Source: an optimization exercise on an open RTL-to-GDS flow (aim: small area, a short achievable clock period and few clock cycles per item). Production flows keep margins and buffers that such runs may drop. Only the layout flow was run in this run; the RTL was not checked for function there.

## design/flow/config.mk

```make
export PLATFORM = sky130hd
export DESIGN_NAME = pbkdf2_iter
export DESIGN_NICKNAME = pbkdf2_iter
export VERILOG_FILES = /design/flow/design.v
export SDC_FILE = /design/flow/constraint.sdc
export NUM_CORES = 4
export LEC_CHECK = 0
export CAP_MARGIN = 20
export CORE_MARGIN = 2
export CORE_UTILIZATION = 40
export PLACE_DENSITY = 0.6
export SLEW_MARGIN = 20
```

## design/flow/constraint.sdc

```tcl
create_clock -name core_clock -period 10.0 [get_ports {clk}]
set_input_delay 2.0000 -clock core_clock [delete_from_list [all_inputs] [get_ports {clk}]]
set_output_delay 2.0000 -clock core_clock [all_outputs]
set_load 0.01 [all_outputs]
```

## design/flow/design.v

```verilog
module pbkdf2_iter (
    input  wire         clk,
    input  wire         rst,           
    input  wire         in_valid,
    output wire         in_ready,
    input  wire [255:0] istate,
    input  wire [255:0] ostate,
    input  wire [255:0] u1,
    input  wire [16:0]  iterations,    
    output reg          out_valid,
    output wire [255:0] dk
);
    localparam [255:0] PAD = {32'h80000000, 32'h0, 32'h0, 32'h0,
                              32'h0, 32'h0, 32'h0, 32'h00000300};
    function [31:0] rotr;
        input [31:0] x;
        input integer n;
        rotr = (x >> n) | (x << (32 - n));
    endfunction
    function [31:0] big_sigma0;
        input [31:0] x;
        big_sigma0 = rotr(x, 2) ^ rotr(x, 13) ^ rotr(x, 22);
    endfunction
    function [31:0] big_sigma1;
        input [31:0] x;
        big_sigma1 = rotr(x, 6) ^ rotr(x, 11) ^ rotr(x, 25);
    endfunction
    function [31:0] small_sigma0;
        input [31:0] x;
        small_sigma0 = rotr(x, 7) ^ rotr(x, 18) ^ (x >> 3);
    endfunction
    function [31:0] small_sigma1;
        input [31:0] x;
        small_sigma1 = rotr(x, 17) ^ rotr(x, 19) ^ (x >> 10);
    endfunction
    reg  [255:0] ist;           
    reg  [255:0] ost;           
    reg  [255:0] tacc;          
    reg  [255:0] hs;            
    reg  [511:0] wwin;          
    reg  [5:0]   rnd;           
    reg          fin;           
    reg          outer;         
    reg  [16:0]  remaining;     
    reg          busy;
    assign in_ready = !busy;
    assign dk       = tacc;
    reg [31:0] k_t;
    always @(*) begin
        case (rnd)
            6'd0: k_t = 32'h428a2f98;
            6'd1: k_t = 32'h71374491;
            6'd2: k_t = 32'hb5c0fbcf;
            6'd3: k_t = 32'he9b5dba5;
            6'd4: k_t = 32'h3956c25b;
            6'd5: k_t = 32'h59f111f1;
            6'd6: k_t = 32'h923f82a4;
            6'd7: k_t = 32'hab1c5ed5;
            6'd8: k_t = 32'hd807aa98;
            6'd9: k_t = 32'h12835b01;
            6'd10: k_t = 32'h243185be;
            6'd11: k_t = 32'h550c7dc3;
            6'd12: k_t = 32'h72be5d74;
            6'd13: k_t = 32'h80deb1fe;
            6'd14: k_t = 32'h9bdc06a7;
            6'd15: k_t = 32'hc19bf174;
            6'd16: k_t = 32'he49b69c1;
            6'd17: k_t = 32'hefbe4786;
            6'd18: k_t = 32'h0fc19dc6;
            6'd19: k_t = 32'h240ca1cc;
            6'd20: k_t = 32'h2de92c6f;
            6'd21: k_t = 32'h4a7484aa;
            6'd22: k_t = 32'h5cb0a9dc;
            6'd23: k_t = 32'h76f988da;
            6'd24: k_t = 32'h983e5152;
            6'd25: k_t = 32'ha831c66d;
            6'd26: k_t = 32'hb00327c8;
            6'd27: k_t = 32'hbf597fc7;
            6'd28: k_t = 32'hc6e00bf3;
            6'd29: k_t = 32'hd5a79147;
            6'd30: k_t = 32'h06ca6351;
            6'd31: k_t = 32'h14292967;
            6'd32: k_t = 32'h27b70a85;
            6'd33: k_t = 32'h2e1b2138;
            6'd34: k_t = 32'h4d2c6dfc;
            6'd35: k_t = 32'h53380d13;
            6'd36: k_t = 32'h650a7354;
            6'd37: k_t = 32'h766a0abb;
            6'd38: k_t = 32'h81c2c92e;
            6'd39: k_t = 32'h92722c85;
            6'd40: k_t = 32'ha2bfe8a1;
            6'd41: k_t = 32'ha81a664b;
            6'd42: k_t = 32'hc24b8b70;
            6'd43: k_t = 32'hc76c51a3;
            6'd44: k_t = 32'hd192e819;
            6'd45: k_t = 32'hd6990624;
            6'd46: k_t = 32'hf40e3585;
            6'd47: k_t = 32'h106aa070;
            6'd48: k_t = 32'h19a4c116;
            6'd49: k_t = 32'h1e376c08;
            6'd50: k_t = 32'h2748774c;
            6'd51: k_t = 32'h34b0bcb5;
            6'd52: k_t = 32'h391c0cb3;
            6'd53: k_t = 32'h4ed8aa4a;
            6'd54: k_t = 32'h5b9cca4f;
            6'd55: k_t = 32'h682e6ff3;
            6'd56: k_t = 32'h748f82ee;
            6'd57: k_t = 32'h78a5636f;
            6'd58: k_t = 32'h84c87814;
            6'd59: k_t = 32'h8cc70208;
            6'd60: k_t = 32'h90befffa;
            6'd61: k_t = 32'ha4506ceb;
            6'd62: k_t = 32'hbef9a3f7;
            6'd63: k_t = 32'hc67178f2;
            default: k_t = 32'h0;
        endcase
    end
    wire [31:0] a = hs[255:224];
    wire [31:0] b = hs[223:192];
    wire [31:0] c = hs[191:160];
    wire [31:0] d = hs[159:128];
    wire [31:0] e = hs[127:96];
    wire [31:0] f = hs[95:64];
    wire [31:0] g = hs[63:32];
    wire [31:0] h = hs[31:0];
    wire [31:0] w_t  = wwin[511:480];
    wire [31:0] ch   = (e & f) ^ (~e & g);
    wire [31:0] maj  = (a & b) ^ (a & c) ^ (b & c);
    wire [31:0] t1   = h + big_sigma1(e) + ch + k_t + w_t;
    wire [31:0] t2   = big_sigma0(a) + maj;
    wire [255:0] hs_next = {t1 + t2, a, b, c, d + t1, e, f, g};
    wire [31:0] w_new = small_sigma1(wwin[63:32]) + wwin[223:192]
                      + small_sigma0(wwin[479:448]) + wwin[511:480];
    wire [255:0] base = outer ? ost : ist;
    wire [255:0] digest;
    genvar gi;
    generate
        for (gi = 0; gi < 8; gi = gi + 1) begin : g_add
            assign digest[255-32*gi -: 32] = base[255-32*gi -: 32] + hs[255-32*gi -: 32];
        end
    endgenerate
    always @(posedge clk) begin
        if (rst) begin
            busy      <= 1'b0;
            out_valid <= 1'b0;
            fin       <= 1'b0;
            outer     <= 1'b0;
            rnd       <= 6'd0;
        end else begin
            out_valid <= 1'b0;
            if (!busy) begin
                if (in_valid) begin
                    fin   <= 1'b0;
                    outer <= 1'b0;
                    rnd   <= 6'd0;
                    if (iterations == 17'd1)
                        out_valid <= 1'b1;
                    else
                        busy <= 1'b1;
                end
            end else if (!fin) begin
                rnd <= rnd + 6'd1;
                if (rnd == 6'd63)
                    fin <= 1'b1;
            end else begin
                fin <= 1'b0;
                rnd <= 6'd0;
                if (!outer) begin
                    outer <= 1'b1;
                end else begin
                    outer <= 1'b0;
                    if (remaining == 17'd1) begin
                        busy      <= 1'b0;
                        out_valid <= 1'b1;
                    end
                end
            end
        end
    end
    always @(posedge clk) begin
        if (!busy) begin
            if (in_valid) begin
                ist       <= istate;
                ost       <= ostate;
                tacc      <= u1;
                remaining <= iterations - 17'd1;
                hs        <= istate;
                wwin      <= {u1, PAD};
            end
        end else if (!fin) begin
            hs   <= hs_next;
            wwin <= {wwin[479:0], w_new};
        end else begin
            wwin <= {digest, PAD};
            if (!outer) begin
                hs <= ost;
            end else begin
                hs        <= ist;
                tacc      <= tacc ^ digest;
                remaining <= remaining - 17'd1;
            end
        end
    end
endmodule
```

## design/flow/run.sh

```bash
#!/bin/bash
# synth_recipe.tcl (not shown) runs the flow's synth.tcl, then flattens the netlist and writes it again
# the make line also repeats each setting of config.mk as NAME=value (left out here)
make -C /OpenROAD-flow-scripts/flow DESIGN_CONFIG=/design/flow/config.mk WORK_HOME=/design/flow/orfs CLKGATE_MAP_FILE= SYNTH_SCRIPT=/design/flow/synth_recipe.tcl finish
```

==> results.yml <==
outcome:
  outcome: "timing/DRC/antenna clean"
synthesis:
  seq_area_frac_synth_pct: 48.5
  synth_ff_type: "edfxtp_1"
  synth.distinct_cells: 94
  synth-async-reset-ratio_pct: 0
  synthCells: 8829
  synth-seq-cells: 1595
  synth_area_um2: 97900
  synth_compound_area_share_pct: 15.1
  synth_edf_count: 1553
  synth_top_family_by_area: "compound AO/OA/AOI/OAI gates"
  syn_area_per_cell_um2: 11.1
  synth_nets: 10205
  ys_warn_count: 1
  yosys.area_share.simple_pct: 8.25
  yosys.area_share.adder_pct: 9.03
  synth_xor_xnor_area_share_pct: 7.79
  synth.area.mux_share_pct: 7.80
clock_network:
  clk_latency_ns: 0.86
  cts_made_buffers: 180
  cts-resized-gates: 0
  htree_levels: 4
  clk_pin_slew_ns: 0.06
  cts_tree: "done"
  cts-root-buf: "clkbuf_16"
  postCtsSetupRepairBufs: 0
  cts_max_path_buffers: 3
  cts_hold_buf: 0
  clock-sinks: 1595
floorplanning:
  die_x_um: 499
  design.die.area_um2: 249000
  start_util_pct: 40.2
  die_h_um: 499
  rows: 181
  core_region_area_um2: 243000
  num_io_pins: 1046
placed_design:
  dp_hpwl_um: 343000
  dp.cells: 12697
  routabilityCongestion: 0.965
  io_buffers: 1045
  placed_cell_area_um2: 112000
global_routing:
  grt_pass1_vias: 73092
  use_met3_pct: 6.57
  grtUsageTotal_pct: 34.1
  antenna_found_initial: 69
  gr-total-overflow: 0
  grt_max_degree: 190
  grt_pass1_wl_um: 593000
  grt_use_met1_pct: 47.6
  top_usage_layer: "met2"
  gr-usage-met2_pct: 51.9
final_layout:
  final_cell_mix: "edfxtp_1 (1553), clkdlybuf4s50_1 (1045), a21oi_1 (867)"
  area_delta_synth_final_pct: 20.3
  fillers: 22090
  finalNetCount: 11053
  drive_above_1_share_pct: 7.53
  ff_latch_area_um2: 47500
  final_cells: 13065
  stdcell_area_um2: 118000
  multi_input_comb_area_um2: 47100
  final_common_cell: "edfxtp_1"
timing:
  hold_viol_final: 0
  max_freq_ghz: 0.125
  finalSetupViolCount: 0
  fin_crit_ns: 7.97
  fin_skew_ns: 0.0672
  max-slew-margin-rel_pct: 16.5
  tightest_slew_ns: 1.24
  drv_slew: 0
  rsz0062_at_grt: "false"
  fin_crit_sh_pct: 79.7
setup_path:
  cp_data_arrival_time_ns: 8.54
  start_kind: "flop"
  crit_slowest_cell: "o311ai_0"
  end_kind: "flop"
  worst-setup-path-type: "reg2reg"
  cpPeakStageDelay_ns: 0.62
  cp.required_ns: 10.57
  critical_path_peak_fanout: 5
routing:
  viasPerCell: 5.93
  ant_nets: 0
  wl_per_cell_um: 33.6
  dr_total_vias: 77521
  drc_errors: 0
  wl_um: 439000
  drt_iter0_drc: 10003
  first_pass_iters: 6
run:
  drv_cap: 0
worst_hold_path:
  hold_class: "reg2reg"
-- kinds of logic (layout without fill, tap and decap cells) --
logic type / count (synthesis) / in the layout
other: 0 / 37
buffers and inverters: 920 / 1917
multiplexers: 722 / 722
adder cells (fa/ha/maj): 590 / 590
AO/OA/AOI/OAI: 2352 / 2352
AND/OR/NAND/NOR: 1782 / 1782
XOR/XNOR: 868 / 868
flip-flops: 1595 / 1595
-- metal layers --
| layer | wire length, um | vias up |
|---|---|---|
| met3 | 40300 | 627 |
| met1 | 184000 | 38848 |
| met2 | 195000 | 4192 |
| met5 | 195 | - |
| met4 | 19800 | 30 |
| li1 | - | 33824 |
-- synthesized netlist by cell type (195+ instances only) --
cell	count	share of area [%]
clkbuf_1	414	1.6
xor2_1	300	2.7
a211oi_1	256	2.0
edfxtp_1	1553	48
and2_1	213	1.4
a21oi_1	868	4.4
inv_1	446	1.7
ha_1	393	5.0
o21ai_0	359	1.8
nor2_1	834	3.2
a21o_1	381	2.9
mux2_2	316	3.6
mux2i_1	405	4.1
xnor2_1	566	5.1
fa_1	195	4.0
nand2_1	338	1.3
-- final timing paths --
path / slack, ns / cells past startpoint / to / from
worst max register to register: 2.03 / 30 / hs[254]$_DFFE_PN_ / wwin[481]$_DFFE_PN_
worst max-delay path: 2.03 / 30 / hs[254]$_DFFE_PN_ / wwin[481]$_DFFE_PN_
worst min-delay path: 0.51 / 1 / wwin[195]$_SDFFCE_PN0N_ / wwin[163]$_SDFFCE_PN0N_
worst min register to register: 0.51 / 1 / wwin[195]$_SDFFCE_PN0N_ / wwin[163]$_SDFFCE_PN0N_
-- sequential cells by signal, summed over array words and instances (netlist names), 6 cells and up --
register   count
wwin         512
rnd            6
k_t           32
ost          256
ist          256
hs           256
remaining     17
tacc         256
-- metrics by stage --
step / setup WS, ns / setup TNS [ns] / util [%] / hold WS (ns)
final: 2.03 / 0 / 48.4 / 0.506
after global placement: 2.23 / 0 / 45.9 / 0.499
after global routing: 1.61 / 0 / 48.4 / 0.525
after CTS: 2.10 / 0 / 48.4 / 0.497
after detailed placement: 2.14 / 0 / 45.9 / 0.502
after floorplan: -4.16 / -3194.52 / - / 0.497
-- worst max-delay path, delay by kind of cell, from the launching register on --
kind                     cells  cell delay (ns)
AO/OA/AOI/OAI               12             2.94
adder cells (fa/ha/maj)      6             2.65
AND/OR/NAND/NOR              6             0.99
buffers and inverters        4             0.43
flip-flops                   1             0.36
XOR/XNOR                     2             0.35
-- area by class of cell --
| type | instances | share of cell area (%) |
|---|---|---|
| Sequential cell | 1595 | 40.3 |
| Multi-Input combinational cell | 6314 | 40.0 |
| Timing Repair Buffer | 1137 | 9.69 |
| Clock buffer | 208 | 3.97 |
| Tap cell | 3202 | 3.40 |
| Inverter | 449 | 1.45 |
| Clock inverter | 123 | 1.14 |
| Antenna cell | 37 | 0.0786 |

## port drivers added, routing unchanged
The results above use ideal ports. As a check the final layout listed here was re-extracted and re-timed, cells and wires unchanged.
Step 1 assumes that a clkbuf_16 drives the clock port and a buf_2 every other input.
Step 2 moves the port delays by t, midway between the first and last clock arrival at a register: inputs arrive t later, outputs are due t later. That takes back most of the time a late clock gives input paths.
Slacks: no drivers / after step 1 / after step 2; pairs: no drivers / after step 1.
shift t [ns]: 0.921
setup WS [ns]: 2.030 / 2.030 / 2.030
worst data-port slew with drivers (ns): 0.34
After both steps this run still meets setup and hold. For this run, drivers alone change the setup slack by 0.000 ns; drivers and shift together by 0.000 ns.
